What follows belongs to an exercise in optimizing a design on an open flow for small area, a short achievable clock period and few clock cycles; a production flow would make more cautious choices. Where RTL was checked, it was by simulation tests only, not by an equivalence proof against the original. No functional check of the RTL was part of runs 1 to 3. Power figures rest on the tool's default switching activity, not on a simulated workload.

### design/flow/config.mk
export PLATFORM = sky130hd
export DESIGN_NAME = obd_rx
export DESIGN_NICKNAME = obd_rx
export VERILOG_FILES = /design/flow/design.v
export SDC_FILE = /design/flow/constraint.sdc
export NUM_CORES = 4
export LEC_CHECK = 0
export ABC_AREA = 1
export CAP_MARGIN = 20
export CORE_MARGIN = 2
export CORE_UTILIZATION = 60
export CTS_BUF_LIST = sky130_fd_sc_hd__clkbuf_8
export SLEW_MARGIN = 20
### design/flow/constraint.sdc
create_clock -name core_clock -period 10.0 [get_ports {clk}]
set_input_delay 2.0000 -clock core_clock [delete_from_list [all_inputs] [get_ports {clk}]]
set_output_delay 2.0000 -clock core_clock [all_outputs]
set_load 0.01 [all_outputs]
### design/flow/design.v
module obd_rx (
    input  wire        clk,
    input  wire        rst,
    input  wire        start,
    input  wire [1:0]  proto,     
    input  wire [7:0]  pid,
    input  wire [7:0]  mode,
    input  wire [7:0]  cap,       
    input  wire [17:0] per,       
    output wire        idle,
    input  wire        e_valid,
    output wire        e_ready,
    input  wire [31:0] e_time,
    input  wire        e_end,     
    output reg         o_valid,
    output reg  [7:0]  o_data,
    output reg         done,
    output reg  [7:0]  status,
    output reg  [7:0]  count,     
    output reg  [6:0]  nbytes,    
    output reg         framing    
);
    localparam [7:0] ST_OK         = 8'h00;
    localparam [7:0] ST_NACK       = 8'h01;
    localparam [7:0] ST_ERR_TIMING = 8'h10;
    localparam [7:0] ST_ERR_SHORT  = 8'h11;
    localparam [7:0] ST_ERR_SID    = 8'h12;
    localparam [7:0] ST_ERR_PID    = 8'h13;
    localparam [7:0] ST_ERR_TRUNC  = 8'h14;
    localparam [7:0] ST_ERR_PROTO  = 8'h15;
    reg        busy;      
    reg        rx;        
    reg [1:0]  r_proto;
    reg [7:0]  r_pid;
    reg [7:0]  r_mode;
    reg [6:0]  r_cap;     
    reg [17:0] r_per;
    reg [19:0] m3;        
    reg [20:0] m5;        
    reg [20:0] m7;        
    reg [21:0] m9;        
    reg [21:0] h9;        
    reg        dv;
    reg        de;
    reg        sel;       
    reg [22:0] eA;        
    reg [22:0] eB;
    reg [30:0] th9;       
    reg        act;       
    reg        stop;      
    reg [30:0] sh9;       
    reg [9:0]  samp;      
    reg        fresh;     
    reg        ps;        
    reg [2:0]  h;
    reg [3:0]  pn;        
    reg        st0;       
    reg [3:0]  dsx;       
    reg [2:0]  nmin;      
    reg        nack;
    reg        sid_ok;
    reg        pid_ok;
    reg [7:0]  hb;        
    reg [1:0]  tag;       
    reg        trunc;     
    reg [3:0]  lhi;       
    reg [6:0]  rem;       
    assign idle    = ~busy;
    assign e_ready = rx;
    wire        take = rx & e_valid;
    wire [30:0] e_a  = e_time[30:0] - sh9;
    wire [30:0] e_b  = e_time[30:0] - th9;
    wire        en  = sel ? eB[22] : eA[22];
    wire [21:0] el  = sel ? eB[21:0] : eA[21:0];
    function past;
        input [21:0] x;
        input [21:0] m;
        reg   [21:0] g0, p0;
        reg   [10:0] g1, p1;
        reg   [5:0] g2, p2;
        reg   [2:0] g3, p3;
        reg   [1:0] g4, p4;
        reg   [0:0] g5, p5;
        integer      i;
        begin
            g0 = x & m;
            p0 = x | m;
            for (i = 0; i < 11; i = i + 1) begin
                g1[i] = g0[2*i+1] | (p0[2*i+1] & g0[2*i]);
                p1[i] = p0[2*i+1] & p0[2*i];
            end
            for (i = 0; i < 5; i = i + 1) begin
                g2[i] = g1[2*i+1] | (p1[2*i+1] & g1[2*i]);
                p2[i] = p1[2*i+1] & p1[2*i];
            end
            g2[5] = g1[10];
            p2[5] = p1[10];
            for (i = 0; i < 3; i = i + 1) begin
                g3[i] = g2[2*i+1] | (p2[2*i+1] & g2[2*i]);
                p3[i] = p2[2*i+1] & p2[2*i];
            end
            for (i = 0; i < 1; i = i + 1) begin
                g4[i] = g3[2*i+1] | (p3[2*i+1] & g3[2*i]);
                p4[i] = p3[2*i+1] & p3[2*i];
            end
            g4[1] = g3[2];
            p4[1] = p3[2];
            for (i = 0; i < 1; i = i + 1) begin
                g5[i] = g4[2*i+1] | (p4[2*i+1] & g4[2*i]);
                p5[i] = p4[2*i+1] & p4[2*i];
            end
            past = g5[0];
        end
    endfunction
    wire [9:0] therm;
    assign therm[9] = ~en;
    assign therm[8] = ~en | past(el, {4'd0, r_per});
    assign therm[7] = ~en | past(el, {3'd0, r_per, 1'b0});
    assign therm[6] = ~en | past(el, {2'd0, m3});
    assign therm[5] = ~en | past(el, {2'd0, r_per, 2'b0});
    assign therm[4] = ~en | past(el, {1'd0, m5});
    assign therm[3] = ~en | past(el, {1'd0, m3, 1'b0});
    assign therm[2] = ~en | past(el, {1'd0, m7});
    assign therm[1] = ~en | past(el, {1'd0, r_per, 3'b0});
    assign therm[0] = ~en | past(el, m9);
    wire        newc     = dv & ~stop & (~act | therm[9]);
    wire        fin_edge = dv & act & ~stop & therm[9];
    wire        fin_end  = de & act & ~stop;
    wire        fin      = fin_edge | fin_end;
    wire        good     = ~fresh & ~samp[0] & samp[9];
    wire [9:0]  sv       = fresh ? 10'd0 : samp;
    wire [6:0]  n1       = nbytes + 7'd1;
    wire        st_e  = fin_end & good;
    wire        st    = ps | st_e;
    wire [7:0]  b     = samp[8:1];
    wire [3:0]  pi    = pn;                             
    wire        is_m3     = (r_mode == 8'd3);
    wire        ok_so_far = (r_proto != 2'd0) & ~nack & sid_ok & (~(r_mode == 8'd1) | pid_ok);
    wire [7:0]  cb    = is_m3 ? b : hb;
    wire        cv_ok = (is_m3 | (pi != 4'd0)) & ok_so_far;
    wire        at_ds = (pi == dsx);
    wire [11:0] llen  = {lhi, cb};
    wire [6:0]  lim_s = ({3'd0, cb[3:0]} < r_cap) ? {3'd0, cb[3:0]} : r_cap;
    wire [6:0]  lim_l = (llen < {5'd0, r_cap}) ? llen[6:0] : r_cap;
    wire        p_short = at_ds & (cb[7:4] == 4'h0);
    wire        p_long  = at_ds & (cb[7:4] == 4'h1);
    wire        p_plain = at_ds & (cb[7:4] != 4'h0) & (cb[7:4] != 4'h1);
    wire        p_len   = ~at_ds & (tag == 2'd3);
    wire        p_emit  = p_plain ? (r_cap != 7'd0)
                        : (~at_ds & (tag == 2'd1 || tag == 2'd2) & (rem != 7'd0));
    wire        at_h    = st & (pi == {1'b0, h});
    wire        at_h1   = st & (pi == {1'b0, h} + 4'd1);
    wire        pv      = st & cv_ok;
    wire        nack_f  = at_h ? (b == 8'h7F) : nack;
    wire        sid_f   = at_h ? (b == r_mode + 8'h40) : sid_ok;
    wire        pid_f   = at_h1 ? (b == r_pid) : pid_ok;
    wire        trunc_f = pv ? (p_long | (trunc & ~p_len)) : trunc;
    wire [6:0]  nf      = st_e ? n1 : nbytes;
    wire [6:0]  cnt_f   = count[6:0] + {6'd0, pv & p_emit};
    reg  [7:0]  res;
    always @(*) begin
        if (r_proto == 2'd0)
            res = ST_ERR_PROTO;
        else if (nf < 7'd3)
            res = ST_ERR_TIMING;
        else if (nf < {4'd0, nmin})
            res = ST_ERR_SHORT;
        else if (nack_f)
            res = ST_NACK;
        else if (~sid_f)
            res = ST_ERR_SID;
        else if (r_mode == 8'd1 && ~pid_f)
            res = ST_ERR_PID;
        else if (trunc_f)
            res = ST_ERR_TRUNC;
        else
            res = ST_OK;
    end
    always @(posedge clk) begin
        dv      <= take & ~e_end;
        de      <= take & e_end;
        ps      <= fin_edge & good;
        o_valid <= pv & p_emit;
        done    <= de;
        if (rst) begin
            busy    <= 1'b0;
            rx      <= 1'b0;
            dv      <= 1'b0;
            de      <= 1'b0;
            ps      <= 1'b0;
            o_valid <= 1'b0;
            done    <= 1'b0;
        end else begin
            if (start & ~busy)
                busy <= 1'b1;
            if (st0)
                rx   <= 1'b1;
            if (take & e_end)
                rx <= 1'b0;
            if (de)
                busy <= 1'b0;
        end
    end
    always @(posedge clk) begin
        eA      <= {e_a[30], e_a[21:0]};
        eB      <= {e_b[30], e_b[21:0]};
        sel     <= newc;
        o_data  <= cb;       
        status  <= res;      
        m3      <= {2'd0, r_per} + {1'd0, r_per, 1'b0};
        m5      <= {3'd0, r_per} + {1'd0, r_per, 2'b0};
        m7      <= {r_per, 3'b0} - {3'd0, r_per};
        m9      <= {4'd0, r_per} + {1'd0, r_per, 3'b0};
        h9      <= {4'd0, r_per} + {1'd0, r_per, 3'b0} + {5'd0, r_per[17:1]};
        th9     <= e_time[30:0] + {9'd0, h9};
        st0 <= start & ~busy;
        if (start & ~busy) begin
            r_proto <= proto;
            r_pid   <= pid;
            r_mode  <= mode;
            r_cap   <= (cap > 8'd64) ? 7'd64 : cap[6:0];
            r_per   <= per;
        end
        if (st0) begin
            pn      <= 4'd0;
            nbytes  <= 7'd0;
            framing <= 1'b0;
            act     <= 1'b0;
            stop    <= 1'b0;
            nack    <= 1'b0;
            sid_ok  <= 1'b0;
            pid_ok  <= 1'b0;
            tag     <= 2'd0;
            trunc   <= 1'b0;
            count   <= 8'd0;         
            rem     <= 7'd0;
            h       <= 3'd0;
            dsx     <= 4'd15;
            nmin    <= 3'd0;
        end
        if (newc) begin
            sh9   <= th9;
            fresh <= 1'b1;
            act   <= 1'b1;
        end else if (dv & ~stop) begin
            samp  <= (sv & therm) | ({10{~sv[9]}} & ~therm);
            fresh <= 1'b0;
        end
        if (fin) begin
            if (~good) begin
                framing <= 1'b1;
                stop    <= 1'b1;
            end else begin
                nbytes <= n1;
                if (n1 == 7'd64)
                    stop <= 1'b1;
            end
        end
        if (st) begin
            if (pn != 4'd15)
                pn <= pn + 4'd1;
            hb     <= b;
            nack   <= nack_f;
            sid_ok <= sid_f;
            pid_ok <= pid_f;
            if (pi == 4'd0) begin
                if (r_proto == 2'd1)
                    h <= 3'd3;
                else
                    h <= 3'd1 + (b[7] ? 3'd2 : 3'd0) + ((b[5:0] == 6'd0) ? 3'd1 : 3'd0);
            end
            if (pi == 4'd1) begin
                dsx  <= {1'b0, h} + (is_m3 ? 4'd1 : ((r_pid != 8'd0) | (r_mode == 8'd1)) ? 4'd3 : 4'd2);
                nmin <= h + 3'd1 + (is_m3 ? 3'd0 : (r_pid == 8'd0) ? 3'd1 : 3'd2);
            end
        end
        if (pv) begin
            if (p_short) begin
                tag <= 2'd2;
                rem <= lim_s;
            end
            if (p_long) begin
                tag <= 2'd3;
                lhi <= cb[3:0];
            end
            if (p_plain) begin
                tag <= 2'd1;
                rem <= r_cap;
            end
            if (p_len) begin
                tag <= 2'd2;
                rem <= lim_l;
            end
            trunc <= trunc_f;
            if (p_emit) begin
                count  <= {1'b0, cnt_f};
                rem    <= (p_plain ? r_cap : rem) - 7'd1;
            end
        end
        if (de) begin
            if (res == ST_OK)
                count <= {1'b0, cnt_f};
            else if (res == ST_NACK)
                count <= 8'd0;
            else
                count <= 8'hFF;
        end
    end
endmodule
### design/flow/flow/run.sh
#!/bin/bash
# Standard layout, with timing repair aiming below the clock period and
# small port buffers (the repair upsizes those that need it).
export SETUP_SLACK_MARGIN=6.5
export BUFFER_PORTS_ARGS="-buffer_cell sky130_fd_sc_hd__buf_2"
bash standard.sh > standard.log 2>&1
### design/flow/standard.sh
#!/bin/bash
# synth_recipe.tcl (not shown) runs the flow's synth.tcl, then flattens the netlist and writes it again
# the make line also repeats each setting of config.mk as NAME=value (left out here)
make -C /OpenROAD-flow-scripts/flow DESIGN_CONFIG=/design/flow/config.mk WORK_HOME=/design/flow/orfs CLKGATE_MAP_FILE= SYNTH_SCRIPT=/design/flow/synth_recipe.tcl "${@:-finish}"
==> results of run 1 <==
area by class of cell:
class / count / area share
clock inverter: 34 / 0.00951
clock buffer: 71 / 0.0389
inverter: 355 / 0.0553
sequential: 338 / 0.309
tap: 468 / 0.0233
multi-input combinational: 2141 / 0.523
timing repair buffer: 168 / 0.0407
cell usage after synthesis (18+ instances only):
library cell and instances:
a21oi_1 224, a31oi_1 25, dfxtp_1 238, edfxtp_1 100
ha_1 187, inv_1 338, nand2_1 586, nand3_1 178
nand4_1 43, nor2_1 197, nor3_1 36, nor4_1 19
o211ai_1 18, o21ai_0 214, o22ai_1 28, xnor2_1 64
xor2_1 125
cells by family (layout without fill, tap and decap cells):
kind of cell / Yosys count / after routing / share of synthesized area
fa+ha+maj: 195 / 195 / 0.113
xor+xnor: 189 / 189 / 0.0750
mux: 1 / 1 / 0.000453
simple gates: 1136 / 1136 / 0.228
other cells: 1 / 4 / 0.000170
compound gates: 616 / 616 / 0.158
flops: 338 / 338 / 0.352
buf+inv: 401 / 628 / 0.0733
registers in the layout, summed over array words and instances, names as in the netlist, 7 cells and up:
register  flops
count         8
eA           23
eB           23
h9           22
hb            8
m3           16
m5           19
m7           19
m9           22
nbytes        7
o_data        8
r_cap         7
r_mode        8
r_per        18
r_pid         8
rem           7
samp         10
sh9          31
th9          31
power groups by stage:
stage / Clock [mW] / Combinational [mW] / Sequential (mW)
6_report: 1.31 / 1.81 / 1.81
5_1_grt: 1.39 / 2.00 / 1.83
4_1_cts: 1.34 / 1.70 / 1.81
3_5_place_dp: 0 / 1.65 / 1.85
3_3_place_gp: 0 / 1.62 / 1.84
2_1_floorplan: 0 / 1.27 / 1.78
worst paths after layout:
| path | start | endpoint | slack, ns | depth (start not counted) |
|---|---|---|---|---|
| min | th9[25]$_DFF_P_ | sh9[25]$_DFFE_PP_ | 0.43 | 0 |
| max reg2reg | r_per[0]$_DFFE_PP_ | h9[19]$_DFF_P_ | 6.56 | 15 |
| min reg2reg | th9[25]$_DFF_P_ | sh9[25]$_DFFE_PP_ | 0.43 | 0 |
| max | e_time[18] | eB[21]$_DFF_P_ | 6.52 | 9 |
through the flow:
stage                     total power [mW]  cell area, µm²
final                                 4.93           25100
after global routing                  5.22           25100
after CTS                             4.85           24700
after detailed placement              3.50           23200
after global placement                3.47           23200
after floorplan                       3.05           22200
timing repair:
action / 4_1_cts / 5_1_grt
gates resized for setup: 32 / 52
pin swaps: 3 / 21
hold buffers: 0 / 0
buffers inserted: 20 / 28
setup endpoints to repair: 23 / 34
routing by layer:
| metal | global-route usage | share of wire | vias to the layer above | routed length, µm |
|---|---|---|---|---|
| met5 | 0 | 0 | - | 0 |
| met4 | 0.147 | 0.043 | 0 | 2700 |
| met3 | 0.0578 | 0.072 | 156 | 4540 |
| met2 | 0.540 | 0.47 | 692 | 29400 |
| met1 | 0.411 | 0.42 | 9455 | 26500 |
| li1 | - | - | 10100 | - |
==> reports/results.ini, run 1 <==
[setup_path]
endpoint_kind = register
slowest_delay_ns = 0.59
worstSetupStartpointType = input port
critPathKind = in -> reg
cp_num_buf_inv = 1
cp.arrival_ns = 4.06
critPathMaxFanout = 5
critPathRequiredTime_ns = 10.58
cp_top_family = simple AND/OR/NAND/NOR gates
crit_chain = buf_2 > ha_1 > nand2_1 > nor4_1 > nand4_1 > nand3_1 > nand3_1 > nand2_1 > xor2_1
cpMaxStageDelayCell = nor4_1

[floorplan]
initial_core_util = 0.606
die_w_um = 196
row_count = 70
die_area_um2 = 38400
coreArea_um2 = 36400
ios = 117
die_h_um = 196

[layout]
fin_util = 0.690
final-instance-count-excl-fill = 3575
antenna-diode-count = 0
fin_nets = 3338
seqCellArea_um2 = 7770
multi_input_area_um2 = 13200
final_cell_mix = 583 x nand2_1, 345 x inv_1, 238 x dfxtp_1
layout-drive-gt1-share = 0.130
fillers = 3060
layout_commonest_cell = nand2_1
syn2layout_area_growth_pct = 13.8

[sta]
grt_setup_unrepaired = yes
fmax_ghz = 0.288
finalHoldViolations = 0
worstMarginPinSlew_ns = 0.866
hold_ws_ns = 0.431
fin_worst_skew_ns = 0.0454
period_needed_ns = 3.48
fin_ws_ns = 6.52
drv_slew = 0
slew_headroom = 0.417
tns_ns = 0
post-route-period-util = 0.348
setup_viol = 0

[drt]
antenna_left = 0
dr.pass1.iters = 8
finalWirelength_mm = 63.1
drc = 0
via_per_inst = 5.72
wl_per_cell_um = 17.6
drt_iter0_markers = 1690
num_vias = 20400

[power]
switching_share = 0.379
ir_worst_vdd_uv = 140
p_comb_frac = 0.366
p_int_mw = 3.06
switchingPower_mw = 1.87
power.leakage_nw = 11.8
clkPwrFrac = 0.266
pwr-share-seq = 0.367
p_per_area_nw_per_um2 = 196

[clock_network]
clk_latency_ns = 0.68
htreeDepth = 2
clk_path_buf_depth = 3
path_clk_slew_ns = 0.06
clock_sinks = 338
cts_made_buffers = 58
cts-root-buf = clkbuf_8
cts_tree = done

[global_route]
grt_antenna_before_repair = 0
grt_max_degree = 45
overflow = 0
grt_pass1_wl_mm = 98.6
gr-usage-all-layers = 0.324
grt_pass1_vias = 19100

[logic_synthesis]
synth-seq-area-share = 0.352
ys.flop_type = dfxtp_1
synthArstFlopShare = 0
synth_top_cell_area_share = 0.216
yosys_warnings = 1
ys_seq_elements = 338
netlist_area_um2 = 22100
synth_top_cell_by_area = dfxtp_1
synth_cell_types = 69
syn_avg_cell_area_um2 = 7.68
synth_area_leaders = dfxtp_1 22%, edfxtp_1 14%, ha_1 11%
synth_edf_count = 100
postSynthCellCount = 2877

[min_path]
worstHoldPathType = reg -> reg

[flow_run]
maxCapViolations = 0

[placed_design]
port_buffers = 111
dp_cells = 3421
hpwl_mm = 47.4
gp_congestion = 0.959
dp_slack_ns = 5.48

[outcome]
status = complete, no violations

==> run 2, diff against run 1 <==
--- a/design/flow/flow/run.sh
+++ b/design/flow/flow/run.sh
@@ -4,3 +4,3 @@
 export SETUP_SLACK_MARGIN=6.5
-export BUFFER_PORTS_ARGS="-buffer_cell sky130_fd_sc_hd__buf_2"
+export BUFFER_PORTS_ARGS="-buffer_cell sky130_fd_sc_hd__buf_1"
 bash standard.sh > standard.log 2>&1
--- a/design/flow/config.mk
+++ b/design/flow/config.mk
@@ -10,4 +10,6 @@
 export CORE_MARGIN = 2
-export CORE_UTILIZATION = 60
-export CTS_BUF_LIST = sky130_fd_sc_hd__clkbuf_8
+export CORE_UTILIZATION = 70
+export CTS_BUF_LIST = sky130_fd_sc_hd__clkbuf_16
+export CTS_CLUSTER_DIAMETER = 80
+export CTS_CLUSTER_SIZE = 30
 export SLEW_MARGIN = 20
==> run 2 against run 1 <==
  * Critical path depth is 12 higher
  * First-iteration DRC count up 35%
  * Sequential share of layout area is 0.31 points higher
  * Count of clock-buffer cells in the layout down 52
  * Core utilization grew 11 points
  * Still clean on timing, DRC and antenna
  * Global-route usage rose by 5.6 points
  * Highest routed layer unchanged
==> reports/results.ini, run 2 <==
[logic_synthesis]
synth-simple-area-share = 0.228  ; unchanged
yosysMostFrequentCell = nand2_1
synthXorXnorAreaFrac = 0.0750  ; unchanged
syn_avg_cell_area_um2 = 7.68  ; unchanged
postSynthCellCount = 2877  ; unchanged
synth_compound_area_frac = 0.158  ; unchanged
synth_top_cell_by_area = dfxtp_1
synth_edf_count = 100  ; unchanged
synth_mux_area_frac = 0.000453  ; unchanged
yosys_warnings = 1  ; unchanged
ys.flop_type = dfxtp_1
synth-seq-area-share = 0.352  ; unchanged
synth_top_cell_area_share = 0.216  ; unchanged
synthArstFlopShare = 0  ; unchanged
synth_area_leaders = dfxtp_1 22%, edfxtp_1 14%, ha_1 11%
ys_seq_elements = 338  ; unchanged
synth_cell_types = 69  ; unchanged
synth_fa_ha_area_frac = 0.113  ; unchanged
synth_common_cells = 586 x nand2_1, 338 x inv_1, 238 x dfxtp_1
synth_top_family_by_area = simple AND/OR/NAND/NOR gates
netlist_area_um2 = 22100  ; unchanged

[floorplan]
die_w_um = 182  ; -7.3%
die_area_um2 = 33000  ; -14%
die_h_um = 182  ; -7.3%
row_count = 65  ; -7.1%
coreArea_um2 = 31300  ; -14%
initial_core_util = 0.705  ; +0.0992
ios = 117  ; unchanged

[clock_network]
htreeDepth = 1  ; -1
cts-root-buf = clkbuf_16
cts_made_buffers = 19  ; -67%
clock_sinks = 338  ; unchanged
clk_latency_ns = 0.55  ; -0.13 ns
clk_path_buf_depth = 3  ; unchanged
cts_hold_buf = 0  ; unchanged
cts_tree = done
path_clk_slew_ns = 0.11  ; +0.05 ns

[sta]
drv_slew = 0  ; unchanged
setup_viol = 0  ; unchanged
fin_worst_skew_ns = 0.0278  ; -0.0176 ns
period_needed_ns = 3.61  ; +0.128 ns
worstMarginPinSlew_ns = 1.03  ; +0.161 ns
post-route-period-util = 0.361  ; +0.0128
fmax_ghz = 0.277  ; -3.6%
tns_ns = 0  ; unchanged
finalHoldViolations = 0  ; unchanged
hold_ws_ns = 0.442  ; +0.0111 ns
slew_headroom = 0.309  ; -0.108
grt_setup_unrepaired = yes

[setup_path]
cp.arrival_ns = 4.06  ; about the same
worstSetupStartpointType = register
critPathKind = reg -> reg
critPathRequiredTime_ns = 10.45  ; -0.13 ns
endpoint_kind = register
critPathMaxFanout = 4  ; -1

[global_route]
grt_pass1_wl_mm = 101  ; +2.2%
grt_antenna_before_repair = 0  ; unchanged
gr-usage-all-layers = 0.379  ; +0.0556
grt_pass1_vias = 20000  ; +4.3%
grt_max_degree = 45  ; unchanged
overflow = 0  ; unchanged

[placed_design]
hpwl_mm = 47.8  ; +0.83%
dp_cells = 3355  ; -1.9%
port_buffers = 111  ; unchanged
gp_congestion = 0.965  ; +0.65%

[layout]
antenna-diode-count = 0  ; unchanged
syn2layout_area_growth_pct = 12.7
final-instance-count-excl-fill = 3459  ; -3.2%
layout-drive-gt1-share = 0.0998  ; -0.0306
layout_commonest_cell = nand2_1
final_cell_mix = 579 x nand2_1, 331 x inv_1, 237 x dfxtp_1
reg_top3 = sh9: 31 flops, th9: 31 flops
fin_nets = 3321  ; -0.51%

[min_path]
worstHoldPathType = reg -> reg

[drt]
drc = 0  ; unchanged
antenna_left = 0  ; unchanged
drt_iter0_markers = 2274  ; +35%
wl_per_cell_um = 19.2  ; +8.6%
num_vias = 21500  ; +5.1%
finalWirelength_mm = 66.3  ; +5.1%
via_per_inst = 6.21  ; +8.6%
dr.pass1.iters = 8  ; unchanged

[power]
ir_worst_vdd_uv = 182  ; +30%
power.leakage_nw = 11.3  ; -4.6%
p_per_area_nw_per_um2 = 189  ; -3.8%

[flow_run]
maxCapViolations = 0  ; unchanged

[outcome]
status = complete, no violations

## run 2: metrics by stage
| stage | setup slack, ns | cell area, µm² | utilization | total power, mW |
|---|---|---|---|---|
| floorplan | 6.32 | 22200 | - | 3.05 |
| global placement | 5.54 | 23000 | 0.734 | 3.45 |
| detailed placement | 5.43 | 23000 | 0.734 | 3.51 |
| CTS | 6.33 | 23900 | 0.764 | 4.46 |
| global route | 6.25 | 24900 | 0.795 | 4.93 |
| finish | 6.39 | 24900 | 0.795 | 4.69 |
## run 2: routing by layer
metal,routed length (µm),GRT usage
met5,0,0
met4,3930,0.197
met3,5950,0.0618
met2,31100,0.636
met1,25400,0.473
## run 2: cells by family (layout without fill, tap and decap cells)
logic type | after synthesis | count (layout)
adder cells (fa/ha/maj) | 195 | 195
AND/OR/NAND/NOR | 1136 | 1136
XOR/XNOR | 189 | 189
buffers and inverters | 401 | 577
flip-flops | 338 | 338
other | 1 | 4
AO/OA/AOI/OAI | 616 | 617
multiplexers | 1 | 1
## run 2: critical path, cell delays in order (launching register included)
cell	delay [ns]
edfxtp_1	0.49
buf_4	0.21
buf_4	0.16
ha_1	0.18
nand2_1	0.06
nand2_1	0.08
a31oi_4	0.20
nor2_1	0.07
o21ai_1	0.12
nand2_1	0.09
xor2_1	0.16
inv_1	0.10
ha_4	0.30
nand2_1	0.08
nor2_1	0.21
o21ai_0	0.17
o211ai_1	0.14
nor2_2	0.11
o21bai_2	0.16
a21o_1	0.23
nand2_1	0.09
xnor2_1	0.12
## run 2: power breakdown
part           internal [mW]  switching (mW)
registers               1.67           0.156
clock network          0.388           0.535
logic                  0.722            1.22
total                   2.78            1.91
## run 2: worst paths after layout
check                 endpoint  cells after the start               start  slack [ns]
max             h9[19]$_DFF_P_                     21  r_per[4]$_DFFE_PP_        6.39
min          sh9[27]$_DFFE_PP_                      0     th9[27]$_DFF_P_        0.44
max reg2reg     h9[19]$_DFF_P_                     21  r_per[4]$_DFFE_PP_        6.39
min reg2reg  sh9[27]$_DFFE_PP_                      0     th9[27]$_DFF_P_        0.44
## run 2: layout make-up
cell class | count | area [µm²]
inverter | 355 | 1390
clock buffer | 19 | 475
fill | 2182 | 6410
timing repair buffer | 189 | 1050
tap | 402 | 503
sequential | 338 | 7770
clock inverter | 14 | 189
multi-input combinational | 2142 | 13500
## run 2: what timing repair did
item / 4_1_cts / 5_1_grt
setup endpoints to repair: 90 / 54
pin swaps: 7 / 33
cloned: 1 / 0
buffers inserted: 19 / 51
gates resized for setup: 36 / 110
==> run 3, diff against run 2 <==
--- a/design/flow/design.v
+++ b/design/flow/design.v
@@ -47,6 +47,6 @@
     reg [22:0] eB;
-    reg [30:0] th9;       
+    reg [30:0] th9n;      
     reg        act;       
     reg        stop;      
-    reg [30:0] sh9;       
+    reg [30:0] sh9n;      
     reg [9:0]  samp;      
@@ -70,4 +70,4 @@
     wire        take = rx & e_valid;
-    wire [30:0] e_a  = e_time[30:0] - sh9;
-    wire [30:0] e_b  = e_time[30:0] - th9;
+    wire [30:0] e_a  = e_time[30:0] + sh9n + 31'd1;
+    wire [30:0] e_b  = e_time[30:0] + th9n + 31'd1;
     wire        en  = sel ? eB[22] : eA[22];
@@ -214,3 +214,3 @@
         h9      <= {4'd0, r_per} + {1'd0, r_per, 3'b0} + {5'd0, r_per[17:1]};
-        th9     <= e_time[30:0] + {9'd0, h9};
+        th9n    <= ~(e_time[30:0] + {9'd0, h9});
         st0 <= start & ~busy;
@@ -241,3 +241,3 @@
         if (newc) begin
-            sh9   <= th9;
+            sh9n  <= th9n;
             fresh <= 1'b1;
==> run 3 against run 2 <==
  * Largest power group unchanged
  * Highest routed layer unchanged
  * Largest cell class unchanged
  * Still clean
  * Global-route usage decreased by 1.7 points
  * Flip-flop and latch count unchanged
  * First-iteration DRC count decreased by 4.1%
==> reports/results.ini, run 3 <==
[floorplan]
ios = 117  ; unchanged
die_area_um2 = 32500  ; -1.6%
initial_core_util = 0.710  ; +0.00503
coreArea_um2 = 30600  ; -2.3%
die_w_um = 180  ; -0.79%
row_count = 64  ; -1.5%
die_h_um = 180  ; -0.79%

[global_route]
grt_pass1_wl_mm = 96.2  ; -4.5%
grt_max_degree = 34  ; -24%
grt_antenna_before_repair = 0  ; unchanged
gr-usage-all-layers = 0.362  ; -0.0175
grt_pass1_vias = 19700  ; -1.5%
overflow = 0  ; unchanged

[power]
ir_worst_vdd_uv = 206  ; +13%
power.leakage_nw = 10.7  ; -4.8%
p_comb_frac = 0.401  ; -0.013
switching_share = 0.398  ; -0.00911
p_per_area_nw_per_um2 = 188  ; about the same
p_int_mw = 2.75  ; -1.0%
clkPwrFrac = 0.201  ; +0.004
switchingPower_mw = 1.82  ; -4.7%
pwr-share-seq = 0.398  ; +0.009
total_power_mw = 4.57  ; -2.5%

[logic_synthesis]
postSynthCellCount = 2799  ; -2.7%
synthArstFlopShare = 0  ; unchanged
synth_cell_types = 66  ; -4.3%
synth_common_cells = 590 x nand2_1, 274 x inv_1, 238 x dfxtp_1
synth-seq-area-share = 0.358  ; +0.00575
ys_seq_elements = 338  ; unchanged
yosysMostFrequentCell = nand2_1
yosys_warnings = 1  ; unchanged
syn_avg_cell_area_um2 = 7.76  ; +1.1%
netlist_area_um2 = 21700  ; -1.6%
synth_top_cell_area_share = 0.219  ; +0.00353
synth_area_leaders = dfxtp_1 22%, edfxtp_1 14%, ha_1 11%
synth_top_cell_by_area = dfxtp_1
ys.flop_type = dfxtp_1
synth_edf_count = 100  ; unchanged

[drt]
finalWirelength_mm = 62.5  ; -5.8%
via_per_inst = 6.21  ; about the same
num_vias = 20800  ; -2.9%
drt_iter0_markers = 2181  ; -4.1%
antenna_left = 0  ; unchanged
dr.pass1.iters = 6  ; -2
drc = 0  ; unchanged
wl_per_cell_um = 18.6  ; -3.0%

[setup_path]
worstSetupStartpointType = register
endpoint_kind = register
critPathMaxFanout = 5  ; +1
crit_chain = ha_4 > clkinvlp_4 > a21oi_4 > nand2_1 > nand2_2 > a22oi_2 > nand3_1 > nand2_2 > a21boi_2 > o21ai_1 > xor2_1 > ha_1 > buf_4 > buf_6 > a21oi_1 > o21ai_1 > o21bai_4 > nand3_1 > nand2_2 > xnor2_1
cp_num_buf_inv = 3  ; unchanged
r2r_end = h9[18]$_DFF_P_
rr_startpoint = r_per[3]$_DFFE_PP_
cp_top_family = compound AO/OA/AOI/OAI gates
reg2reg_slack_ns = 6.35  ; -0.04 ns
rr_worst_depth = 20  ; -4.8%
cp.arrival_ns = 4.06  ; about the same
slowest_delay_ns = 0.57  ; +0.08 ns
cpMaxStageDelayCell = edfxtp_1
critPathRequiredTime_ns = 10.42  ; -0.03 ns
cpMostUsedCell = nand2_2
critPathKind = reg -> reg

[clock_network]
path_clk_slew_ns = 0.11  ; about the same
cts-root-buf = clkbuf_16
cts_tree = done
cts_made_buffers = 19  ; unchanged
clock_sinks = 338  ; unchanged
htreeDepth = 1  ; unchanged
clk_latency_ns = 0.55  ; about the same
clk_path_buf_depth = 3  ; unchanged

[min_path]
hold_path_end = sh9n[6]$_DFFE_PP_
worstHoldPathType = reg -> reg
hold_start = th9n[6]$_DFF_P_
min_path_cells = 0  ; unchanged

[sta]
setup_viol = 0  ; unchanged
finalHoldViolations = 0  ; unchanged
tns_ns = 0  ; unchanged
hold_ws_ns = 0.433  ; -0.00913 ns
period_needed_ns = 3.65  ; +0.0419 ns
drv_slew = 0  ; unchanged
worstMarginPinSlew_ns = 0.808  ; -0.218 ns
grt_setup_unrepaired = yes
fmax_ghz = 0.274  ; -1.1%
fin_worst_skew_ns = 0.0220  ; -0.00586 ns
post-route-period-util = 0.365  ; +0.00419
fin_ws_ns = 6.35  ; -0.0419 ns
slew_headroom = 0.458  ; +0.148

[layout]
fin_nets = 3228  ; -2.8%
reg_top3 = sh9n: 31 flops, th9n: 31 flops
final-instance-count-excl-fill = 3359  ; -2.9%
antenna-diode-count = 0  ; unchanged
fillers = 2137  ; -2.1%
layout-drive-gt1-share = 0.0965  ; -0.00325
layout_commonest_cell = nand2_1
fin_util = 0.794  ; -0.00152
final_cell_mix = 573 x nand2_1, 269 x inv_1, 237 x dfxtp_1
syn2layout_area_growth_pct = 11.7
stdcell_area_um2 = 24300  ; -2.5%

[flow_run]
maxCapViolations = 0  ; unchanged

[placed_design]
dp_cells = 3261  ; -2.8%
port_buffers = 111  ; unchanged
gp_congestion = 0.963  ; -0.26%
hpwl_mm = 45.2  ; -5.4%
dp_slack_ns = 5.56  ; +0.136 ns
postPlaceCellArea_um2 = 22600  ; -1.7%

[outcome]
status = complete, no violations

[run 3: timing repair]
action                     4_1_cts  5_1_grt
hold buffers                     0        0
setup buffers                   34       29
setup endpoints to repair       78       38
pin swaps                       23       38
resized for setup               52       63
cloned                           1        0
[run 3: metal layers]
| metal | up-vias | GRT usage | routed length [µm] |
|---|---|---|---|
| li1 | 9835 | - | - |
| met1 | 9697 | 0.492 | 25800 |
| met2 | 1151 | 0.588 | 28400 |
| met3 | 163 | 0.0602 | 6280 |
| met4 | 0 | 0.123 | 1980 |
| met5 | - | 0 | 0 |
[run 3: layout make-up]
cell class	count	area, µm²	area share
Multi-Input combinational cell	2120	13300	0.546
Sequential cell	338	7770	0.320
Inverter	291	1130	0.0465
Timing Repair Buffer	181	976	0.0402
Tap cell	396	495	0.0204
Clock buffer	19	475	0.0196
Clock inverter	14	178	0.00732
[run 3: how the worst max path moves through the flow]
| stage | startpoint | slack (ns) | cells after the start | endpoint |
|---|---|---|---|---|
| floorplan | e_time[0] | 6.25 | 16 | eB[20]$_DFF_P_ |
| finish | r_per[3]$_DFFE_PP_ | 6.35 | 20 | h9[18]$_DFF_P_ |
| detailed placement | r_per[6]$_DFFE_PP_ | 5.56 | 20 | h9[19]$_DFF_P_ |
| global placement | r_per[9]$_DFFE_PP_ | 5.61 | 17 | h9[19]$_DFF_P_ |
| global route | r_per[3]$_DFFE_PP_ | 6.20 | 20 | h9[19]$_DFF_P_ |
| CTS | r_per[3]$_DFFE_PP_ | 6.43 | 20 | h9[19]$_DFF_P_ |
[run 3: cell families after synthesis]
kind of cell	share of synthesized area
and+or+nand+nor	0.230
AOI/OAI and AO/OA	0.156
buffers and inverters	0.0659
DFF	0.358
adders and majority gates	0.116
xor gates and xnor gates	0.0738
muxes	0.000921
other	0.000173
[run 3: power groups by stage]
stage | clock network [mW] | registers [mW] | logic, mW
floorplan | 0 | 1.78 | 1.23
detailed placement | 0 | 1.84 | 1.59
CTS | 0.918 | 1.81 | 1.67
finish | 0.920 | 1.82 | 1.84
global placement | 0 | 1.84 | 1.53
global route | 0.965 | 1.84 | 2.01
[run 3: worst register-to-register path, stage by stage, from the launching register on]
cell	delay [ns]
edfxtp_1	0.57
ha_4	0.39
clkinvlp_4	0.17
a21oi_4	0.20
nand2_1	0.09
nand2_2	0.08
a22oi_2	0.06
nand3_1	0.10
nand2_2	0.08
a21boi_2	0.19
o21ai_1	0.10
xor2_1	0.23
ha_1	0.30
buf_4	0.15
buf_6	0.12
a21oi_1	0.13
o21ai_1	0.08
o21bai_4	0.18
nand3_1	0.10
nand2_2	0.07
xnor2_1	0.13
==> run 4, diff against run 3 <==
--- a/design/flow/design.v
+++ b/design/flow/design.v
@@ -212,4 +212,3 @@
         m7      <= {r_per, 3'b0} - {3'd0, r_per};
-        m9      <= {4'd0, r_per} + {1'd0, r_per, 3'b0};
-        h9      <= {4'd0, r_per} + {1'd0, r_per, 3'b0} + {5'd0, r_per[17:1]};
+        h9      <= m9 + {5'd0, r_per[17:1]};
         th9n    <= ~(e_time[30:0] + {9'd0, h9});
@@ -222,2 +221,3 @@
             r_per   <= per;
+            m9      <= {4'd0, per} + {1'd0, per, 3'b0};
         end
==> run 4 against run 3 <==
  * Register-to-register slack improved by 0.27 ns
  * Wire length grew 1.4%
  * Flip-flop and latch count decreased by 1
  * Setup slack got worse by 0.0064 ns
  * Hold slack improved by 0.017 ns
  * Global-route usage rose by 0.14 points
  * Die area rose by 0.37%
  * Count of clock-buffer cells in the layout is 2 lower
  * Synthesized cell count down 1.0%
  * Critical path type is now in -> reg
==> reports/results.ini, run 4 <==
[outcome]
status = complete, no violations

[logic_synthesis]
ys_seq_elements = 337  ; -0.30%
synth_edf_count = 119  ; +19%
yosysMostFrequentCell = nand2_1
yosys_warnings = 1  ; unchanged
synth_common_cells = 599 x nand2_1, 268 x inv_1, 218 x dfxtp_1
synth_area_leaders = dfxtp_1 20%, edfxtp_1 16%, ha_1 11%
synth-seq-area-share = 0.364  ; +0.00645
synth_top_cell_by_area = dfxtp_1
synth_cell_types = 68  ; +3.0%
synth_top_cell_area_share = 0.200  ; -0.0192
synthArstFlopShare = 0  ; unchanged
netlist_area_um2 = 21800  ; +0.38%
ys.flop_type = dfxtp_1
syn_avg_cell_area_um2 = 7.87  ; +1.4%
postSynthCellCount = 2771  ; -1.0%

[floorplan]
die_w_um = 181  ; +0.19%
die_area_um2 = 32600  ; +0.37%
die_h_um = 181  ; +0.19%
initial_core_util = 0.711  ; +0.000838
ios = 117  ; unchanged
row_count = 64  ; unchanged
coreArea_um2 = 30700  ; +0.26%

[sta]
post-route-period-util = 0.365  ; +0.000642
fmax_ghz = 0.274  ; -0.18%
tns_ns = 0  ; unchanged
grt_setup_unrepaired = yes
setup_viol = 0  ; unchanged
finalHoldViolations = 0  ; unchanged
drv_slew = 0  ; unchanged
period_needed_ns = 3.65  ; +0.00642 ns
worstMarginPinSlew_ns = 0.998  ; +0.190 ns
hold_ws_ns = 0.450  ; +0.0174 ns
slew_headroom = 0.326  ; -0.131
fin_worst_skew_ns = 0.0267  ; +0.00472 ns

[min_path]
worstHoldPathType = reg -> reg

[clock_network]
clk_path_buf_depth = 3  ; unchanged
htreeDepth = 1  ; unchanged
clock_sinks = 337  ; -0.30%
cts-root-buf = clkbuf_16
cts_tree = done
cts_made_buffers = 17  ; -2
clk_latency_ns = 0.53  ; -0.02 ns
path_clk_slew_ns = 0.11  ; about the same

[layout]
antenna-diode-count = 0  ; unchanged
layout_commonest_cell = nand2_1
fillers = 2116  ; -0.98%
fin_nets = 3174  ; -1.7%
final-instance-count-excl-fill = 3306  ; -1.6%
layout-drive-gt1-share = 0.0918  ; -0.00477
syn2layout_area_growth_pct = 10.5
final_cell_mix = 589 x nand2_1, 266 x inv_1, 217 x dfxtp_1
seqCellArea_um2 = 7940  ; +2.2%
multi_input_area_um2 = 13300  ; about the same
fin_util = 0.786  ; -0.00795
reg_top3 = sh9n: 31 flops, th9n: 31 flops
stdcell_area_um2 = 24100  ; -0.74%

[global_route]
grt_antenna_before_repair = 1  ; +1
gr-usage-all-layers = 0.363  ; +0.00136
grt_pass1_wl_mm = 96.6  ; +0.40%
grt_max_degree = 64  ; +88%
grt_pass1_vias = 19700  ; +0.24%
overflow = 0  ; unchanged

[drt]
drt_iter0_markers = 1996  ; -8.5%
dr.pass1.iters = 6  ; unchanged
via_per_inst = 6.27  ; +1.1%
finalWirelength_mm = 63.4  ; +1.4%
antenna_left = 0  ; unchanged
drc = 0  ; unchanged
wl_per_cell_um = 19.2  ; +3.1%
num_vias = 20700  ; -0.53%

[placed_design]
hpwl_mm = 46.8  ; +3.4%
dp_cells = 3244  ; -0.52%
port_buffers = 111  ; unchanged
gp_congestion = 0.973  ; +1.1%
postPlaceCellArea_um2 = 22800  ; +1.2%

[setup_path]
cp.arrival_ns = 4.12  ; +0.06 ns
critPathKind = in -> reg
critPathMaxFanout = 5  ; unchanged
endpoint_kind = register
worstSetupStartpointType = input port
critPathRequiredTime_ns = 10.47  ; +0.05 ns

[power]
ir_worst_vdd_uv = 180  ; -13%
power.leakage_nw = 10.5  ; -2.1%
p_per_area_nw_per_um2 = 178  ; -5.6%

[flow_run]
maxCapViolations = 0  ; unchanged

run 4: cell count changes in the layout (fill, tap and decap cells not counted), sizes merged, moves of 7 or more:
cell	change
nand3	-12
buf	-35
dfxtp	-20
a21oi	-7
o211ai	+7
inv	-8
nor3	+10
o21ai	-23
edfxtp	+19
run 4: layout make-up:
class | instances | share of cell area
clock inverters | 12 | 0.00498
multi-input cells | 2110 | 0.550
repair buffers | 151 | 0.0314
inverters | 283 | 0.0457
flip-flops and latches | 337 | 0.329
well taps | 396 | 0.0206
clock buffers | 17 | 0.0177
run 4: metal layers:
layer	track usage	vias up	routed length, µm
met4	0.203	0	4080
li1	-	9742	-
met3	0.0426	251	5090
met2	0.631	1105	30400
met5	0	-	0
met1	0.438	9638	23800
run 4: report_power, final:
group	switching, mW	leakage [nW]	total [mW]	internal, mW
clock	0.478	0.278	0.811	0.333
sequential	0.156	2.93	1.82	1.66
combinational	1.03	7.31	1.66	0.623
run 4: what timing repair did:
action	4_1_cts	5_1_grt
pin swaps	6	35
endpoints found under the setup margin	58	33
gates cloned	1	0
gates resized for setup	18	78
buffers inserted	3	29
hold buffers	0	0
run 4: worst paths after layout:
path                            slack (ns)           startpoint  cells past startpoint                  to
worst max-delay path                  6.35            e_time[3]                     10    th9n[30]$_DFF_P_
worst min-delay path                  0.45     th9n[12]$_DFF_P_                      0  sh9n[12]$_DFFE_PP_
worst max register to register        6.62  r_mode[6]$_DFFE_PP_                     24    count[6]$_DFF_P_
worst min register to register        0.45     th9n[12]$_DFF_P_                      0  sh9n[12]$_DFFE_PP_
run 4: through the flow:
step | setup slack (ns) | total power, mW
after floorplan | 6.20 | 2.87
after global placement | 5.66 | 3.22
after detailed placement | 5.57 | 3.29
after CTS | 6.40 | 4.09
after global routing | 6.31 | 4.48
final | 6.35 | 4.28
run 4: worst max-delay path: stages:
cell and delay (ns):
buf_1 0.28, ha_2 0.39, a21oi_2 0.27, o21ai_1 0.15, a21oi_2 0.24, nand3b_1 0.20, nand3_1 0.14, nor3b_2 0.20
nand2_1 0.10, xor2_1 0.16
run 4: cell families (layout without fill, tap and decap cells):
| group | Yosys count | count (layout) | share of synthesized area |
|---|---|---|---|
| AO/OA/AOI/OAI | 575 | 576 | 0.152 |
| buffers and inverters | 328 | 463 | 0.0612 |
| AND/OR/NAND/NOR | 1152 | 1152 | 0.235 |
| multiplexers | 1 | 1 | 0.000459 |
| adder cells (fa/ha/maj) | 193 | 193 | 0.113 |
| other | 1 | 4 | 0.000172 |
| flip-flops | 337 | 337 | 0.364 |
| XOR/XNOR | 184 | 184 | 0.0739 |
Testbench counts of run 4, summed over its fixed seeds: cycles 18,436.
==> run 5, diff against run 4 <==
--- a/design/flow/flow/run.sh
+++ b/design/flow/flow/run.sh
@@ -3,3 +3,3 @@
 # small port buffers (the repair upsizes those that need it).
-export SETUP_SLACK_MARGIN=6.5
+export SETUP_SLACK_MARGIN=6.7
 export BUFFER_PORTS_ARGS="-buffer_cell sky130_fd_sc_hd__buf_1"
==> run 5 against run 4 <==
  * Still clean on timing, DRC and antenna
  * Power increased by 11%
  * First-iteration DRC count increased by 19%
  * Clock power increased by 15%
  * Via count increased by 4.6%
  * Combinational power increased by 19%
  * Maximum frequency decreased by 3.5%
  * Register-to-register slack improved by 0.19 ns
  * Global-route usage decreased by 0.97 points
  * Setup slack got worse by 0.13 ns
  * Synthesized cell count unchanged
  * Non-clock buffer count increased by 59
  * Hold slack got worse by 0.0048 ns
==> reports/results.ini, run 5 <==
[outcome]
status = complete, no violations

[logic_synthesis]
synthArstFlopShare = 0  ; unchanged
synth_cell_types = 68  ; unchanged
synth_common_cells = 599 x nand2_1, 268 x inv_1, 218 x dfxtp_1
synth_area_leaders = dfxtp_1 20%, edfxtp_1 16%, ha_1 11%
synth_top_cell_area_share = 0.200  ; unchanged
yosysMostFrequentCell = nand2_1
synth_top_cell_by_area = dfxtp_1
syn_avg_cell_area_um2 = 7.87  ; unchanged
ys_seq_elements = 337  ; unchanged
synth_edf_count = 119  ; unchanged
yosys_warnings = 1  ; unchanged
synth-seq-area-share = 0.364  ; unchanged
netlist_area_um2 = 21800  ; unchanged
ys.flop_type = dfxtp_1
postSynthCellCount = 2771  ; unchanged

[drt]
via_per_inst = 6.43  ; +2.5%
antenna_left = 0  ; unchanged
wl_per_cell_um = 20.2  ; +5.6%
finalWirelength_mm = 68.3  ; +7.8%
dr.pass1.iters = 11  ; +5
drc = 0  ; unchanged
drt_iter0_markers = 2375  ; +19%
num_vias = 21700  ; +4.6%

[sta]
period_needed_ns = 3.79  ; +0.134 ns
tns_ns = 0  ; unchanged
post-route-period-util = 0.379  ; +0.0134
finalHoldViolations = 0  ; unchanged
setup_viol = 0  ; unchanged
fin_worst_skew_ns = 0.0316  ; +0.00494 ns
slew_headroom = 0.230  ; -0.0961
grt_setup_unrepaired = yes
drv_slew = 0  ; unchanged
worstMarginPinSlew_ns = 1.15  ; +0.154 ns
fmax_ghz = 0.264  ; -3.5%

[clock_network]
cts_made_buffers = 19  ; +2
cts-root-buf = clkbuf_16
path_clk_slew_ns = 0.12  ; about the same
clock_sinks = 337  ; unchanged
cts_hold_buf = 0  ; unchanged
clk_path_buf_depth = 3  ; unchanged
cts_tree = done
htreeDepth = 1  ; unchanged
clk_latency_ns = 0.56  ; +0.03 ns

[floorplan]
die_w_um = 181  ; unchanged
coreArea_um2 = 30700  ; unchanged
initial_core_util = 0.711  ; unchanged
row_count = 64  ; unchanged
ios = 117  ; unchanged
die_area_um2 = 32600  ; unchanged
die_h_um = 181  ; unchanged

[min_path]
hold_start = th9n[3]$_DFF_P_
worstHoldPathType = reg -> reg

[layout]
fin_nets = 3235  ; +1.9%
layout_commonest_cell = nand2_1
final-instance-count-excl-fill = 3373  ; +2.0%
layout-drive-gt1-share = 0.145  ; +0.0528
final_cell_mix = 572 x nand2_1, 261 x inv_1, 217 x dfxtp_1
reg_top3 = sh9n: 31 flops, th9n: 31 flops
syn2layout_area_growth_pct = 16.4

[power]
total_power_mw = 4.74  ; +11%
p_per_area_nw_per_um2 = 187  ; +4.9%
ir_worst_vdd_uv = 219  ; +22%
power.leakage_nw = 11.1  ; +5.1%

[setup_path]
critPathMaxFanout = 4  ; -1
crit_chain = buf_2 > ha_1 > nand2_1 > nor4_4 > nand4_1 > nand3_2 > nand3_1 > nand2_1 > xor2_1
critPathRequiredTime_ns = 10.49  ; +0.02 ns
endpoint_kind = register
rr_startpoint = m9[1]$_DFFE_PP_
worstSetupStartpointType = input port
cpMaxStageDelayCell = nor4_4
cp-startpoint = e_time[17]
slowest_delay_ns = 0.63  ; +0.24 ns
cp.arrival_ns = 4.28  ; +0.16 ns
critPathKind = in -> reg
cpMostUsedCell = nand2_1

[placed_design]
dp_cells = 3241  ; -0.092%
hpwl_mm = 44.3  ; -5.2%
gp_congestion = 0.979  ; +0.57%
port_buffers = 111  ; unchanged

[global_route]
gr-usage-all-layers = 0.353  ; -0.00972
grt_max_degree = 64  ; unchanged
overflow = 0  ; unchanged
grt_pass1_vias = 19900  ; +0.89%
grt_pass1_wl_mm = 95.2  ; -1.5%
grt_antenna_before_repair = 4  ; +3

[flow_run]
maxCapViolations = 0  ; unchanged

[run 5: cell counts after synthesis]
Identical to the previous run, type by type.
[run 5: worst paths after layout]
path | cells past startpoint | slack (ns) | to
hold reg to reg | 0 | 0.45 | sh9n[3]$_DFFE_PP_
setup / recovery | 9 | 6.21 | eB[21]$_DFF_P_
hold / removal | 0 | 0.45 | sh9n[3]$_DFFE_PP_
setup reg to reg | 10 | 6.81 | m3[15]$_DFF_P_
[run 5: kinds of logic after synthesis]
family                     count (synthesis)  share of synthesized area
and+or+nand+nor                         1152                      0.235
AOI/OAI and AO/OA                        575                      0.152
DFF                                      337                      0.364
buffers and inverters                    328                     0.0612
adders and majority gates                193                      0.113
xor gates and xnor gates                 184                     0.0739
other                                      1                   0.000172
muxes                                      1                   0.000459
[run 5: worst max-delay path: cells and delay by family]
family        cells  cell delay (ns)
xor+xnor          1             0.19
simple gates      6             1.50
fa+ha+maj         1             0.44
buf+inv           1             0.15
[run 5: layer usage]
layer,global-route usage,wire [µm],up-vias,share of wire
li1,-,-,9864,-
met1,0.460,25700,10100,0.38
met2,0.609,31800,1357,0.47
met3,0.0430,6820,332,0.10
met4,0.124,3910,2,0.057
met5,0,7,-,0.00010
[run 5: repair_timing]
item / in CTS / in global routing
setup endpoints to repair: 41 / 47
resized for setup: 69 / 132
gates cloned: 0 / 1
setup buffers: 28 / 66
pin swaps: 35 / 74
[run 5: cell type report]
cell class / instances / area, µm²
Timing Repair Buffer: 210 / 1300
Multi-Input combinational cell: 2110 / 13900
Clock inverter: 15 / 179
Clock buffer: 19 / 475
Fill cell: 1815 / 5290
Sequential cell: 337 / 7940
Tap cell: 396 / 495
Antenna cell: 3 / 7.51
Inverter: 283 / 1120
[run 5: stage by stage]
| step | instance area (µm²) | hold slack (ns) | util | setup slack, ns |
|---|---|---|---|---|
| after floorplan | 22500 | 0.408 | - | 6.20 |
| after global placement | 23200 | 0.418 | 0.758 | 5.61 |
| after detailed placement | 23200 | 0.420 | 0.758 | 5.58 |
| after CTS | 24400 | 0.437 | 0.796 | 6.66 |
| after global routing | 25400 | 0.449 | 0.827 | 6.13 |
| final | 25400 | 0.445 | 0.828 | 6.21 |
[run 5: where the power goes]
| group | internal, mW | switching (mW) | leakage, nW |
|---|---|---|---|
| registers | 1.66 | 0.169 | 2.93 |
| clock network | 0.404 | 0.527 | 0.323 |
| logic | 0.758 | 1.22 | 7.80 |
==> run 6, diff against run 5 <==
==> design/flow/flow/run.sh (replaced) <==
#!/bin/bash
# Standard layout, with timing repair aiming below the clock period and
# small port buffers (the repair upsizes those that need it).
export SETUP_SLACK_MARGIN=6.5
export BUFFER_PORTS_ARGS="-buffer_cell sky130_fd_sc_hd__buf_2"
bash standard.sh > standard.log 2>&1
--- a/design/flow/config.mk
+++ b/design/flow/config.mk
@@ -10,3 +10,3 @@
 export CORE_MARGIN = 2
-export CORE_UTILIZATION = 70
+export CORE_UTILIZATION = 65
 export CTS_BUF_LIST = sky130_fd_sc_hd__clkbuf_16
==> run 6 against run 5 <==
  * Cell area decreased by 4.9%
  * Register-to-register slack got worse by 0.18 ns
  * Wire length decreased by 11%
  * Critical endpoint is now eA[21]$_DFF_P_
  * Critical path depth unchanged
  * Core utilization decreased by 10 points
  * Highest routed layer is now met4
  * Via count decreased by 7.7%
==> reports/results.ini, run 6 <==
[sta]
period_needed_ns = 3.48  ; -0.308 ns
fin_worst_skew_ns = 0.0249  ; -0.00675 ns
setup_viol = 0  ; unchanged
worstMarginPinSlew_ns = 1.03  ; -0.125 ns
grt_setup_unrepaired = yes
finalHoldViolations = 0  ; unchanged
fin_ws_ns = 6.52  ; +0.308 ns
fmax_ghz = 0.287  ; +8.8%
post-route-period-util = 0.348  ; -0.0308
slew_headroom = 0.306  ; +0.0762
drv_slew = 0  ; unchanged
tns_ns = 0  ; unchanged
hold_ws_ns = 0.425  ; -0.0206 ns

[clock_network]
path_clk_slew_ns = 0.11  ; about the same
htreeDepth = 1  ; unchanged
clk_path_buf_depth = 3  ; unchanged
clock_sinks = 337  ; unchanged
clk_latency_ns = 0.54  ; -0.02 ns
cts-root-buf = clkbuf_16
cts_hold_buf = 0  ; unchanged
cts_made_buffers = 19  ; unchanged
cts_tree = done

[layout]
final_cell_mix = 590 x nand2_1, 266 x inv_1, 217 x dfxtp_1
fillers = 2633  ; +45%
fin_util = 0.725  ; -0.102
syn2layout_area_growth_pct = 10.7
antenna-diode-count = 0  ; -3
final-instance-count-excl-fill = 3347  ; -0.77%
reg_top3 = sh9n: 31 flops, th9n: 31 flops
layout-drive-gt1-share = 0.116  ; -0.0283
fin_nets = 3161  ; -2.3%
stdcell_area_um2 = 24100  ; -4.9%
layout_commonest_cell = nand2_1

[placed_design]
gp_congestion = 0.946  ; -3.3%
dp_slack_ns = 5.73  ; +0.148 ns
hpwl_mm = 46.8  ; +5.6%
dp_cells = 3296  ; +1.7%
postPlaceCellArea_um2 = 23100  ; -0.83%
port_buffers = 111  ; unchanged

[drt]
finalWirelength_mm = 60.5  ; -11%
num_vias = 20000  ; -7.7%
drt_iter0_markers = 1831  ; -23%
via_per_inst = 5.98  ; -7.0%
antenna_left = 0  ; unchanged
drc = 0  ; unchanged
dr.pass1.iters = 6  ; -5
wl_per_cell_um = 18.1  ; -11%

[logic_synthesis]
synth_area_leaders = dfxtp_1 20%, edfxtp_1 16%, ha_1 11%
yosysMostFrequentCell = nand2_1
synth_edf_count = 119  ; unchanged
synth_cell_types = 68  ; unchanged
postSynthCellCount = 2771  ; unchanged
yosys_warnings = 1  ; unchanged
netlist_area_um2 = 21800  ; unchanged
synth_top_cell_by_area = dfxtp_1
synthArstFlopShare = 0  ; unchanged
synth_common_cells = 599 x nand2_1, 268 x inv_1, 218 x dfxtp_1
synth-seq-area-share = 0.364  ; unchanged
syn_avg_cell_area_um2 = 7.87  ; unchanged
ys_seq_elements = 337  ; unchanged
ys.flop_type = dfxtp_1
synth_top_cell_area_share = 0.200  ; unchanged

[global_route]
grt_pass1_wl_mm = 95.1  ; -0.13%
grt_pass1_vias = 19100  ; -3.9%
grt_max_degree = 64  ; unchanged
grt_antenna_before_repair = 1  ; -3
gr-usage-all-layers = 0.335  ; -0.0188
overflow = 0  ; unchanged

[floorplan]
die_area_um2 = 35000  ; +7.5%
row_count = 67  ; +4.7%
die_w_um = 187  ; +3.7%
ios = 117  ; unchanged
coreArea_um2 = 33300  ; +8.5%
initial_core_util = 0.655  ; -0.0558
die_h_um = 187  ; +3.7%

[min_path]
worstHoldPathType = reg -> reg

[power]
ir_worst_vdd_uv = 217  ; -1.1%
power.leakage_nw = 10.8  ; -2.0%
p_per_area_nw_per_um2 = 178  ; -4.5%
total_power_mw = 4.30  ; -9.2%

[setup_path]
critPathMaxFanout = 5  ; +1
critPathKind = in -> reg
cp.arrival_ns = 3.95  ; -0.33 ns
worstSetupStartpointType = input port
critPathRequiredTime_ns = 10.47  ; -0.02 ns
endpoint_kind = register

[outcome]
status = complete, no violations

[flow_run]
maxCapViolations = 0  ; unchanged

==> run 6: final timing paths <==
path | startpoint | to | slack [ns] | depth (start not counted)
worst min register to register | th9n[26]$_DFF_P_ | sh9n[26]$_DFFE_PP_ | 0.42 | 0
worst max-delay path | e_time[18] | eA[21]$_DFF_P_ | 6.52 | 9
worst max register to register | r_mode[6]$_DFFE_PP_ | count[6]$_DFF_P_ | 6.63 | 24
worst min-delay path | th9n[26]$_DFF_P_ | sh9n[26]$_DFFE_PP_ | 0.42 | 0
==> run 6: layout make-up <==
type | count | area [µm²] | area share
Clock buffer | 20 | 500 | 0.0207
Clock inverter | 13 | 170 | 0.00705
Inverter | 283 | 1100 | 0.0455
Multi-Input combinational cell | 2109 | 13100 | 0.542
Sequential cell | 337 | 7940 | 0.329
Tap cell | 448 | 561 | 0.0232
Timing Repair Buffer | 137 | 776 | 0.0321
==> run 6: timing repair <==
action / 4_1_cts / 5_1_grt
setup buffers: 4 / 14
pin swaps: 7 / 23
setup endpoints to repair: 12 / 31
cloned: 0 / 0
gates resized for setup: 8 / 52
==> run 6: kinds of logic after synthesis <==
kind of cell             after synthesis  synth area share
flip-flops                           337             0.364
buffers and inverters                328            0.0612
AND/OR/NAND/NOR                     1152             0.235
AO/OA/AOI/OAI                        575             0.152
other                                  1          0.000172
XOR/XNOR                             184            0.0739
multiplexers                           1          0.000459
adder cells (fa/ha/maj)              193             0.113
==> run 6: metal layers <==
| layer | wire [µm] | track usage | part of all wire |
|---|---|---|---|
| met4 | 2610 | 0.138 | 0.043 |
| met2 | 29700 | 0.594 | 0.49 |
| met1 | 24500 | 0.418 | 0.41 |
| met5 | 0 | 0 | 0 |
| met3 | 3690 | 0.0319 | 0.061 |
==> run 6: critical path: stages <==
cell	delay (ns)
buf_2	0.13
ha_1	0.38
nand2_1	0.13
nor4_1	0.55
nand4_1	0.18
nand3_1	0.23
nand3_1	0.11
nand2_1	0.09
xor2_1	0.15
==> run 6: power breakdown <==
group	internal [mW]	switching [mW]	total (mW)	leakage (nW)
logic	0.584	0.989	1.57	7.56
registers	1.66	0.146	1.81	2.93
clock network	0.401	0.520	0.921	0.338
==> run 7, diff against run 6 <==
--- a/design/flow/config.mk
+++ b/design/flow/config.mk
@@ -10,3 +10,3 @@
 export CORE_MARGIN = 2
-export CORE_UTILIZATION = 65
+export CORE_UTILIZATION = 70
 export CTS_BUF_LIST = sky130_fd_sc_hd__clkbuf_16
==> run 7 against run 6 <==
  * Still clean on timing, DRC and antenna
  * Global-route usage is 1.8 points higher
  * Non-clock buffer count is 2 higher
  * Sequential power hardly changed
  * Die area is 7.0% lower
  * Clock skew grew 0.019 ns
  * Synthesized cell count unchanged
  * Final cell count down 1.4%
  * Core utilization grew 6.0 points
  * Hold slack better by 0.0057 ns
==> reports/results.ini, run 7 <==
[floorplan]
coreArea_um2 = 30700  ; -7.8%
ios = 117  ; unchanged
die_w_um = 181  ; -3.6%
initial_core_util = 0.711  ; +0.0558
die_area_um2 = 32600  ; -7.0%
die_h_um = 181  ; -3.6%
row_count = 64  ; -4.5%

[drt]
antenna_left = 0  ; unchanged
wl_per_cell_um = 18.2  ; +0.85%
drt_iter0_markers = 2204  ; +20%
dr.pass1.iters = 10  ; +4
via_per_inst = 6.19  ; +3.5%
drc = 0  ; unchanged
num_vias = 20400  ; +2.0%
finalWirelength_mm = 60.1  ; -0.60%

[sta]
grt_setup_unrepaired = yes
slew_headroom = 0.253  ; -0.0538
worstMarginPinSlew_ns = 1.11  ; +0.0796 ns
tns_ns = 0  ; unchanged
fin_worst_skew_ns = 0.0442  ; +0.0193 ns
finalHoldViolations = 0  ; unchanged
hold_ws_ns = 0.430  ; +0.00573 ns
post-route-period-util = 0.348  ; about the same
drv_slew = 0  ; unchanged
period_needed_ns = 3.48  ; -0.000370 ns
fmax_ghz = 0.287  ; about the same
setup_viol = 0  ; unchanged

[setup_path]
rr_startpoint = r_mode[6]$_DFFE_PP_
endpoint = th9n[30]$_DFF_P_
critPathKind = in -> reg
cp-startpoint = e_time[3]
r2r_end = count[6]$_DFF_P_
critPathRequiredTime_ns = 10.50  ; +0.03 ns
rr_worst_depth = 24  ; unchanged
critPathMaxFanout = 5  ; unchanged
reg2reg_slack_ns = 6.58  ; -0.05 ns
cp.arrival_ns = 3.98  ; +0.03 ns
endpoint_kind = register
worstSetupStartpointType = input port

[global_route]
grt_pass1_wl_mm = 94.0  ; -1.1%
use_met2 = 0.620  ; +0.0265
gr-usage-all-layers = 0.353  ; +0.0180
overflow = 0  ; unchanged
grt_max_degree = 64  ; unchanged
gr-usage-met1 = 0.421  ; +0.00267
grt_use_met3 = 0.0463  ; +0.0144
gr-max-usage-layer = met2
grt_antenna_before_repair = 0  ; -1
grt_pass1_vias = 19400  ; +1.7%

[layout]
layout-drive-gt1-share = 0.115  ; -0.00150
stdcell_area_um2 = 24100  ; -0.22%
syn2layout_area_growth_pct = 10.4
fillers = 2168  ; -18%
reg_top3 = sh9n: 31 flops, th9n: 31 flops
multi_input_area_um2 = 13100  ; -0.29%
final_cell_mix = 591 x nand2_1, 265 x inv_1, 217 x dfxtp_1
layout_commonest_cell = nand2_1
seqCellArea_um2 = 7940  ; unchanged
fin_nets = 3163  ; +0.063%

[placed_design]
port_buffers = 111  ; unchanged
hpwl_mm = 45.7  ; -2.4%
postPlaceCellArea_um2 = 23000  ; -0.31%
gp_congestion = 1.02  ; +7.6%

[logic_synthesis]
yosysMostFrequentCell = nand2_1
ys.flop_type = dfxtp_1
synthArstFlopShare = 0  ; unchanged
synth_common_cells = 599 x nand2_1, 268 x inv_1, 218 x dfxtp_1
synth_edf_count = 119  ; unchanged
synth_cell_types = 68  ; unchanged
yosys_warnings = 1  ; unchanged
syn_avg_cell_area_um2 = 7.87  ; unchanged
ys_seq_elements = 337  ; unchanged
synth-seq-area-share = 0.364  ; unchanged
synth_area_leaders = dfxtp_1 20%, edfxtp_1 16%, ha_1 11%
netlist_area_um2 = 21800  ; unchanged
postSynthCellCount = 2771  ; unchanged
synth_top_cell_area_share = 0.200  ; unchanged
synth_top_cell_by_area = dfxtp_1

[clock_network]
cts_tree = done
clk_latency_ns = 0.56  ; +0.02 ns
clk_path_buf_depth = 3  ; unchanged
path_clk_slew_ns = 0.11  ; about the same
clock_sinks = 337  ; unchanged
cts-root-buf = clkbuf_16
cts_made_buffers = 19  ; unchanged
htreeDepth = 1  ; unchanged

[min_path]
worstHoldPathType = reg -> reg
min_path_cells = 0  ; unchanged

[outcome]
status = complete, no violations

[power]
p_per_area_nw_per_um2 = 179  ; +0.29%
ir_worst_vdd_uv = 232  ; +7.0%
power.leakage_nw = 10.8  ; about the same

[flow_run]
maxCapViolations = 0  ; unchanged

## run 7: cell counts after synthesis
Identical to the previous run, type by type.
## run 7: cell type report
class,count,share of cell area
flip-flops and latches,337,0.330
diodes,1,0.000104
clock inverters,14,0.00769
repair buffers,139,0.0335
well taps,396,0.0206
clock buffers,20,0.0208
inverters,283,0.0456
multi-input cells,2109,0.542
## run 7: what timing repair did
action | in CTS | in global routing
resized for setup | 7 | 40
pin swaps | 8 | 25
setup endpoints to repair | 43 | 24
gates cloned | 0 | 0
hold buffers | 0 | 0
setup buffers | 4 | 16
## run 7: logic make-up after synthesis
kind of cell | share of synthesized area
fa+ha+maj | 0.113
buf+inv | 0.0612
compound gates | 0.152
flops | 0.364
xor+xnor | 0.0739
mux | 0.000459
simple gates | 0.235
other cells | 0.000172
## run 7: worst min-delay path by stage
stage | from | endpoint
2_1_floorplan | th9n[0]$_DFF_P_ | sh9n[0]$_DFFE_PP_
3_3_place_gp | th9n[28]$_DFF_P_ | sh9n[28]$_DFFE_PP_
3_5_place_dp | th9n[13]$_DFF_P_ | sh9n[13]$_DFFE_PP_
4_1_cts | th9n[27]$_DFF_P_ | sh9n[27]$_DFFE_PP_
5_1_grt | th9n[27]$_DFF_P_ | sh9n[27]$_DFFE_PP_
6_report | th9n[27]$_DFF_P_ | sh9n[27]$_DFFE_PP_
## run 7: report_power, final
part	internal, mW	total, mW	switching [mW]
Sequential	1.66	1.80	0.143
Clock	0.403	0.923	0.519
Combinational	0.586	1.58	0.992
## run 7: metal layers
metal  up-vias  share of wire
li1       9733              -
met1      9397           0.37
met2      1071           0.48
met3       213          0.086
met4         0          0.060
met5         -              0
## run 7: per-stage QoR
| step | std cells | total power [mW] | utilization | setup WS, ns |
|---|---|---|---|---|
| detailed placement | 3243 | 3.28 | 0.749 | 5.77 |
| finish | 3299 | 4.30 | 0.785 | 6.52 |
| floorplan | 2774 | 2.87 | - | 6.20 |
| global route | 3298 | 4.52 | 0.785 | 6.35 |
| CTS | 3281 | 4.20 | 0.774 | 6.50 |
| global placement | 3243 | 3.22 | 0.749 | 5.80 |
## run 7: worst max-delay path: stages
cell and delay (ns):
buf_2 0.13, ha_1 0.38, a21oi_1 0.22, o21ai_0 0.11, a21oi_1 0.30, nand3b_1 0.22
nand3_1 0.16, nor3b_2 0.22, nand2_1 0.09, xor2_1 0.14

-- static timing again, ports no longer ideal --
Ports are ideal in the flow. The routed layouts listed here were re-timed in OpenROAD.
Step 1, drivers: a clkbuf_16 drives clk and a buf_2 each remaining input, both assumed.
Step 2, shift: input delay + t, output delay - t, t = (earliest + latest rising clock arrival at the registers) / 2. This alone moves slack from input paths to output paths.
Slacks: ideal ports / drivers / drivers and shift; pairs: ideal ports / drivers.
run | t, ns | setup WS [ns] | cell pins on the clock port's net
run 1 | 0.711 | 6.523 / 6.557 / 5.847 | 1
run 2 | 0.593 | 6.395 / 6.395 / 5.932 | 1
run 3 | 0.593 | 6.353 / 6.353 / 5.895 | 1
run 4 | 0.576 | 6.346 / 6.356 / 5.780 | 1
run 5 | 0.604 | 6.212 / 6.250 / 5.646 | 1
run 6 | 0.583 | 6.519 / 6.542 / 5.960 | 1
run 7 | 0.587 | 6.520 / 6.542 / 5.955 | 1
After both steps every run listed still meets setup and hold. The setup slack of run 1, which loses most, moves by +0.034 ns with the drivers and by -0.676 ns with both steps.
